Context: an optimization exercise on an open-source flow, tuned for small area, a short achievable clock period and few clock cycles per item. The choices shown serve that exercise and are no tape-out recipe.
The RTL was checked by simulation tests, not by an equivalence proof against the original design.

==> try-umber <==
==> flow/design.v (excerpt) <==
module pwse (
    input  wire        clk,
    input  wire        rst_n,
    input  wire        bus_sel,
    input  wire        bus_we,
    input  wire [7:0]  bus_addr,
    input  wire [3:0]  bus_be,
    input  wire [31:0] bus_wdata,
    output reg  [31:0] bus_rdata,
    output wire        bus_err,
    output wire        irq
);
    localparam [31:0] ID_VAL  = 32'h50575345;
    localparam [31:0] CFG_VAL = 32'h20100120;
    localparam [7:0] OP_NOP       = 8'h00;
    localparam [7:0] OP_SRST      = 8'h01;
    localparam [7:0] OP_ABORT     = 8'h02;
    localparam [7:0] OP_SEEDCLR   = 8'h10;
    localparam [7:0] OP_SEEDB     = 8'h11;
    localparam [7:0] OP_SETTGT    = 8'h20;
    localparam [7:0] OP_SETTGTDEF = 8'h21;
    localparam [7:0] OP_SEARCH    = 8'h30;
    localparam [7:0] OP_VERIFY    = 8'h31;
    localparam [1:0] MODE_IDLE   = 2'd0;
    localparam [1:0] MODE_SEARCH = 2'd1;
    localparam [1:0] MODE_VERIFY = 2'd2;
    localparam [255:0] IV = {
        32'h6a09e667, 32'hbb67ae85, 32'h3c6ef372, 32'ha54ff53a,
        32'h510e527f, 32'h9b05688c, 32'h1f83d9ab, 32'h5be0cd19
    };
    localparam integer P    = 16;
    localparam integer LP   = 4;             
    localparam integer PB   = 7 - LP;        
    localparam [PB-1:0] PASS_H2   = 64 / P;  
    localparam [PB-1:0] PASS_LAST = 128 / P - 1;
    reg [1:0]   mode;
    reg [6:1]   status;           
    reg [6:1]   irq_en;
    reg [3:0]   err_code;
    reg [7:0]   err_exp;
    reg [8:0]   err_act;
    reg [63:0]  nonce;
    reg [7:0]   target;
    reg [7:0]   seed_cnt;
    reg [255:0] seed;             
    reg [63:0]  iters;
    reg [63:0]  res_nonce;
    reg [7:0]   res_tgt;
    reg [8:0]   res_lzc;
    reg [255:0] res_digest;       
    reg [63:0]  inext;            
    reg         vissued;          
    reg [P-1:0]    rv;            
    reg [P*PB-1:0] rp;            
    reg [P*256-1:0] rs;           
    reg [P*512-1:0] rw;           
    reg [P*64-1:0]  rh;           
    reg         dvalid;           
    reg [255:0] chk_raw;          
    wire busy = (mode != MODE_IDLE);
    wire acc_ok = (bus_addr[1:0] == 2'b00) && (bus_be == 4'hF);
    assign bus_err = bus_sel && !acc_ok;
    wire rd = bus_sel && acc_ok && !bus_we;
    wire wr = bus_sel && acc_ok && bus_we;
    wire [31:0] wd = bus_wdata;
    wire [7:0] opc  = wd[7:0];
  ...
make LEC_CHECK=0 ABC_AREA=1 CAP_MARGIN=40 CORE_MARGIN=2 CORE_UTILIZATION=40 SETUP_SLACK_MARGIN=4.0 SLEW_MARGIN=45 finish   # period 9.5 ns
run.sh (not shown) runs the stock make flow with config.mk's settings and CLKGATE_MAP_FILE= SYNTH_SCRIPT=/design/flow/synth_recipe.tcl, a recipe that flattens the netlist after the stock synthesis.
==> try-maple: changes against try-umber <==
--- a/flow/design.v
+++ b/flow/design.v
@@ -152,18 +152,18 @@
     localparam [7:0] OP_VERIFY    = 8'h31;
     localparam [1:0] MODE_IDLE   = 2'd0;
     localparam [1:0] MODE_SEARCH = 2'd1;
     localparam [1:0] MODE_VERIFY = 2'd2;
     localparam [255:0] IV = {
         32'h6a09e667, 32'hbb67ae85, 32'h3c6ef372, 32'ha54ff53a,
         32'h510e527f, 32'h9b05688c, 32'h1f83d9ab, 32'h5be0cd19
     };
-    localparam integer P    = 16;
-    localparam integer LP   = 4;             
+    localparam integer P    = 8;
+    localparam integer LP   = 3;             
     localparam integer PB   = 7 - LP;        
     localparam [PB-1:0] PASS_H2   = 64 / P;  
     localparam [PB-1:0] PASS_LAST = 128 / P - 1;
     reg [1:0]   mode;
     reg [6:1]   status;           
     reg [6:1]   irq_en;
     reg [3:0]   err_code;
     reg [7:0]   err_exp;
@@ -510,39 +510,36 @@
                         err_exp   <= target;
                         err_act   <= lzc;
                         mode      <= MODE_IDLE;
                     end
                 end
             end
         end
     end
-    reg [31:0] rd_lo, rd_hi;
     always @(*) begin
-        case (bus_addr[4:2])
-            3'd0: rd_lo = ID_VAL;
-            3'd1: rd_lo = CFG_VAL;
-            3'd2: rd_lo = 32'd0;
-            3'd3: rd_lo = {25'd0, status, busy};
-            3'd4: rd_lo = {25'd0, irq_en, 1'b0};
-            3'd5: rd_lo = {7'd0, err_act, err_exp, 4'd0, err_code};
-            3'd6: rd_lo = nonce[31:0];
-            default: rd_lo = nonce[63:32];
-        endcase
-        case (bus_addr[4:2])
-            3'd0: rd_hi = {24'd0, target};
-            3'd1: rd_hi = {24'd0, seed_cnt};
-            3'd2: rd_hi = iters[31:0];
-            3'd3: rd_hi = iters[63:32];
-            3'd4: rd_hi = res_nonce[31:0];
-            3'd5: rd_hi = res_nonce[63:32];
-            3'd6: rd_hi = {7'd0, res_lzc, 8'd0, res_tgt};
-            default: rd_hi = 32'd0;
-        endcase
+        bus_rdata = 32'd0;
+        begin
+            case ({bus_addr[7:2], 2'b00})
+                8'h00: bus_rdata = ID_VAL;
+                8'h04: bus_rdata = CFG_VAL;
+                8'h0C: bus_rdata = {25'd0, status, busy};
+                8'h10: bus_rdata = {25'd0, irq_en, 1'b0};
+                8'h14: bus_rdata = {7'd0, err_act, err_exp, 4'd0, err_code};
+                8'h18: bus_rdata = nonce[31:0];
+                8'h1C: bus_rdata = nonce[63:32];
+                8'h20: bus_rdata = {24'd0, target};
+                8'h24: bus_rdata = {24'd0, seed_cnt};
+                8'h28: bus_rdata = iters[31:0];
+                8'h2C: bus_rdata = iters[63:32];
+                8'h30: bus_rdata = res_nonce[31:0];
+                8'h34: bus_rdata = res_nonce[63:32];
+                8'h38: bus_rdata = {7'd0, res_lzc, 8'd0, res_tgt};
+                8'h40, 8'h44, 8'h48, 8'h4C, 8'h50, 8'h54, 8'h58, 8'h5C:
+                    bus_rdata = seed[32*bus_addr[4:2] +: 32];
+                8'h60, 8'h64, 8'h68, 8'h6C, 8'h70, 8'h74, 8'h78, 8'h7C:
+                    bus_rdata = res_digest[32*bus_addr[4:2] +: 32];
+                default: bus_rdata = 32'd0;
+            endcase
+        end
     end
-    wire [31:0] rd_seed = seed[32*bus_addr[4:2] +: 32];
-    wire [31:0] rd_dig  = res_digest[32*bus_addr[4:2] +: 32];
-    wire [31:0] rd_low  = bus_addr[5] ? rd_hi  : rd_lo;
-    wire [31:0] rd_high = bus_addr[5] ? rd_dig : rd_seed;
-    wire [31:0] rd_any  = bus_addr[6] ? rd_high : rd_low;
-    always @(*) bus_rdata = rd_any & {32{~bus_addr[7]}};
     assign irq = |(status & irq_en);
 endmodule
==> flow/config.mk (replaced) <==
export PLATFORM = sky130hd
export DESIGN_NAME = pwse
export DESIGN_NICKNAME = pwse
export VERILOG_FILES = /design/flow/design.v
export SDC_FILE = /design/flow/constraint.sdc
export NUM_CORES = 4
export LEC_CHECK = 0
export CAP_MARGIN = 40
export CORE_MARGIN = 2
export CORE_UTILIZATION = 40
export SETUP_SLACK_MARGIN = 3.5
export SLEW_MARGIN = 45
==> summary of the runs <==
Of try-umber and try-maple, try-umber has the higher design area (gap 76%, measured against try-maple).
Against try-maple, the maximum frequency of try-umber is higher by about 0.8%.
Die area: try-maple is smaller than try-umber (about 44%).
Of try-maple and try-umber, try-umber has the higher critical path depth (gap 2).
In try-umber the area after synthesis is higher than in try-maple, by about 80%.
In try-umber the clock skew is higher than in try-maple, by 0.022 ns.
try-maple went through all stages and came out clean. try-umber ran to the end with no violations.
Testbench counts of try-umber, summed over its fixed seeds: cycles 117,599, items 13,535.
Testbench counts of try-maple, summed over its fixed seeds: cycles 225,047, items 13,535.

==> separate check: timing with driven ports <==
No port has a modelled driver above. Below, the same layouts with a new extraction and two added sets of constraints. Step 1, drivers: a clkbuf_16 drives clk and a buf_2 each remaining input, both assumed. Step 2 times the ports against the registers' clock, not the clock port: input delays grow and output delays shrink by t, the midpoint of the rising clock arrivals with the driver on. Three values: ideal ports, drivers, drivers and shift; two values: the first two.
run	t, ns	setup slack, ns	slew at the worst register clock pin (ns)
try-umber	1.554	3.121 / 2.783 / 2.623	0.08 / 0.08
try-maple	1.394	3.072 / 2.950 / 2.158	0.08 / 0.08
After both steps setup and hold are still met in every run listed. For try-maple, which loses most, drivers alone change the setup slack by -0.122 ns; drivers and shift together by -0.914 ns.
